What follows belongs to an exercise in optimizing a design on an open flow for small area, a short achievable clock period and few clock cycles; a production flow would make more cautious choices.
At most, simulation tests tie the RTL to the original design; equivalence was not proved.

Setup of old:
// krobots_alu
module krobots_alu (
    input  wire        clk,
    input  wire        rst,
    input  wire        in_valid,
    output wire        in_ready,
    input  wire [5:0]  in_op,
    input  wire [15:0] in_a,
    input  wire [15:0] in_b,
    input  wire [15:0] in_flags,
    output reg         out_valid,
    output reg  [15:0] out_result,
    output reg  [1:0]  out_dest,
    output reg         out_taken,
    output reg         out_fault
);
Size in the first run: about 85 flip-flops, ~79 I/O pins, roughly 0.015 mm² of cells after synthesis.
Settings: LEC_CHECK=0, CAP_MARGIN=20, CORE_MARGIN=2, CORE_UTILIZATION=40, SLEW_MARGIN=20; clock period 42.0 ns.
standard.sh (not shown) runs the stock make flow with config.mk's settings and CLKGATE_MAP_FILE= SYNTH_SCRIPT=/design/flow/synth_recipe.tcl, a recipe that flattens the netlist after the stock synthesis.
==> flow/flow/run.sh <==
#!/bin/bash
# Standard layout, with repair_timing asked to leave setup slack of at least
# MARGIN ns at the design's clock period (so it sizes the critical paths),
# small plain buffers on the ports, and synthesis's buffers removed before
# placement (repair_design buffers what needs it).
set -euo pipefail
MARGIN=32.6
bash standard.sh SETUP_SLACK_MARGIN=$MARGIN \
  "BUFFER_PORTS_ARGS=-buffer_cell sky130_fd_sc_hd__buf_1" \
  GPL_TIMING_DRIVEN=0 REMOVE_ABC_BUFFERS=1 finish > standard_make.log 2>&1
## Diff of input files: new against old
diff --git a/flow/design.v b/flow/design.v
--- a/flow/design.v
+++ b/flow/design.v
@@ -54,34 +54,31 @@
     wire op_shl  = (o == OP_SHL) | (o == OP_SAL);
     wire op_shr  = (o == OP_SHR);
     wire op_sar  = (o == OP_SAR);
     wire op_rol  = (o == OP_ROL);
     wire op_ror  = (o == OP_ROR);
     wire op_neg  = (o == OP_NEG);
     wire op_sh   = op_shl | op_shr | op_sar | op_rol | op_ror;
     wire alu   = ~dv & ~fx;                 
     wire setup = alu & s_v & op_div;        
     wire mpy   = alu & op_mpy;
     wire [15:0] m_ra, m_rb;
     mul16lo u_mul (.a(s_a), .b(s_b), .ra(m_ra), .rb(m_rb));
-    wire [15:0] t1;
-    wire        xinv  = fx | (setup ? s_a[15] : (alu & (op_neg | op_not)));
-    wire        ybsel = dv | (alu & ~setup & (op_add | op_sub | op_cmp));
+    wire        xinv  = fx | (setup ? s_a[15] : (op_neg | op_not));
+    wire        ybsel = alu & ~setup & (op_add | op_sub | op_cmp);
     wire        yinv  = alu & ~setup & (op_sub | op_cmp | op_dec | op_loop);
-    wire        cin   = dv ? d_cd : (fx | (setup ? s_a[15] : (alu & (op_sub | op_cmp | op_inc | op_neg))));
-    wire [15:0] ax    = mpy ? m_ra : (dv ? t1 : (s_a ^ {16{xinv}}));
+    wire        cin   = fx | (setup ? s_a[15] : (op_sub | op_cmp | op_inc | op_neg));
+    wire [15:0] ax    = (mpy ? m_ra : s_a) ^ {16{xinv & ~mpy}};
     wire [15:0] ay    = mpy ? m_rb : (({16{ybsel}} & s_b) ^ {16{yinv}});
-    wire [15:0] sum;
-    wire        sum_c;
-    assign {sum_c, sum} = {1'b0, ax} + {1'b0, ay} + {16'd0, cin & ~mpy};
+    wire [15:0] sum   = ax + ay + {15'd0, cin & ~mpy};
     wire        sum_z = (sum == 16'd0);
     wire [15:0] a = s_a;
     wire [15:0] b = s_b;
     wire [15:0] a_or  = a | b;
     wire [15:0] a_and = a & b;
     reg  [15:0] lu;
     always @(*) begin
         if (op_or)       lu = a_or;
         else if (op_and) lu = a_and;
         else if (op_xor) lu = a ^ b;
         else if (op_mov) lu = b;
         else             lu = a;
@@ -114,31 +111,33 @@
             thr[k] = (k[3:0] >= amt);
     wire        keep_t  = setup | op_shl | op_rol | op_ror | (c == 4'd0);
     wire        keep_n  = ~setup & ~op_shl;
     wire        fill    = op_sar & s_a[15];
     wire [15:0] sh_out;
     genvar g;
     generate
         for (g = 0; g < 16; g = g + 1) begin : g_sh
             assign sh_out[g] = (thr[g] ? keep_t : keep_n) ? rot[g] : fill;
         end
     endgenerate
     wire [15:0] norm_r = rot & ~thr;                       
-    assign t1 = {out_result[14:0], s_a[15]};
-    wire        q1 = sum_c;
-    wire [15:0] r1 = q1 ? sum : t1;
-    wire [15:0] t2 = {r1[14:0], s_a[14]};
-    wire [16:0] d2 = {1'b0, t2} + {1'b0, s_b} + {16'd0, d_cd};
-    wire        q2 = d2[16];
-    wire [15:0] r2 = q2 ? d2[15:0] : t2;
+    wire [16:0] yd = {1'b1, s_b};
+    wire [16:0] t1 = {out_result, s_a[15]};
+    wire [17:0] d1 = {1'b0, t1} + {1'b0, yd} + {17'd0, d_cd};
+    wire        q1 = d1[17];
+    wire [15:0] r1 = q1 ? d1[15:0] : t1[15:0];
+    wire [16:0] t2 = {r1, s_a[14]};
+    wire [17:0] d2 = {1'b0, t2} + {1'b0, yd} + {17'd0, d_cd};
+    wire        q2 = d2[17];
+    wire [15:0] r2 = q2 ? d2[15:0] : t2[15:0];
     wire [15:0] xq = {s_a[13:0], q1, q2};
     wire [15:0] dres = d_mod ? r2 : xq;
     wire        last = (dcnt == 3'd0);
     wire cmp_e = sum_z;
     wire cmp_l = (a[15] ^ b[15]) ? a[15] : sum[15];
     wire cmp_g = ~cmp_l & ~cmp_e;
     wire cmp_z = (a_or == 16'd0);
     wire tst_z = (a_and == 16'd0);
     wire tst_e = ((b & ~a) == 16'd0);
     wire [3:0] flg = op_cmp ? {cmp_z, cmp_g, cmp_l, cmp_e} : {tst_z, 2'b00, tst_e};
     wire fl_e = s_f[0];
     wire fl_l = s_f[1];
Results
Going from old to new, worst-case hold slack moved down; via count of the first global-routing pass moved down; weighted congestion reported at the end of routability-driven placement moved down; final worst slack moved down.
new vs. old: average detailed-routed wire length per instance went down by about 2.2%; fmax essentially unchanged.
Per the comparison of new with old, via count -about 3%, global-route track usage on met2 went down 3.2 points.
new vs old — overall fraction of global-route tracks in use dropped 0.98 points.
Changes observed in new relative to old: average size of a mapped cell higher, count of buffer and inverter cells on the critical path now sits at about the same level, multiplexer area fraction after synthesis has increased, post-synthesis share of cell area spent on xor and xnor gates held.
Testbench counts of new, summed over its fixed seeds: cycles 36,227.
Function not checked in old: the RTL went through the layout flow alone.

-- static timing again, ports no longer ideal --
The flow's constraints put no driver on any port. The routed layouts listed below were extracted and timed again, unchanged, in two steps. Step 1, drivers: a clkbuf_16 drives clk and a buf_2 each remaining input, both assumed. Step 2, shift: input delay + t, output delay - t, t = (earliest + latest rising clock arrival at the registers) / 2. This alone moves slack from input paths to output paths. a / b / c = ideal / step 1 / step 2; a / b = the first two.
run	t, ns	setup WS [ns]	hold slack, ns	worst setup path at the end
old	0.408	32.617 / 32.570 / 32.472	0.603 / 0.603 / 0.603	input to register
new	0.438	32.600 / 32.544 / 32.511	0.487 / 0.487 / 0.487	input to register
After both steps every run listed still meets setup and hold. For old, which loses most, drivers alone change the setup slack by -0.047 ns; drivers and shift together by -0.145 ns.
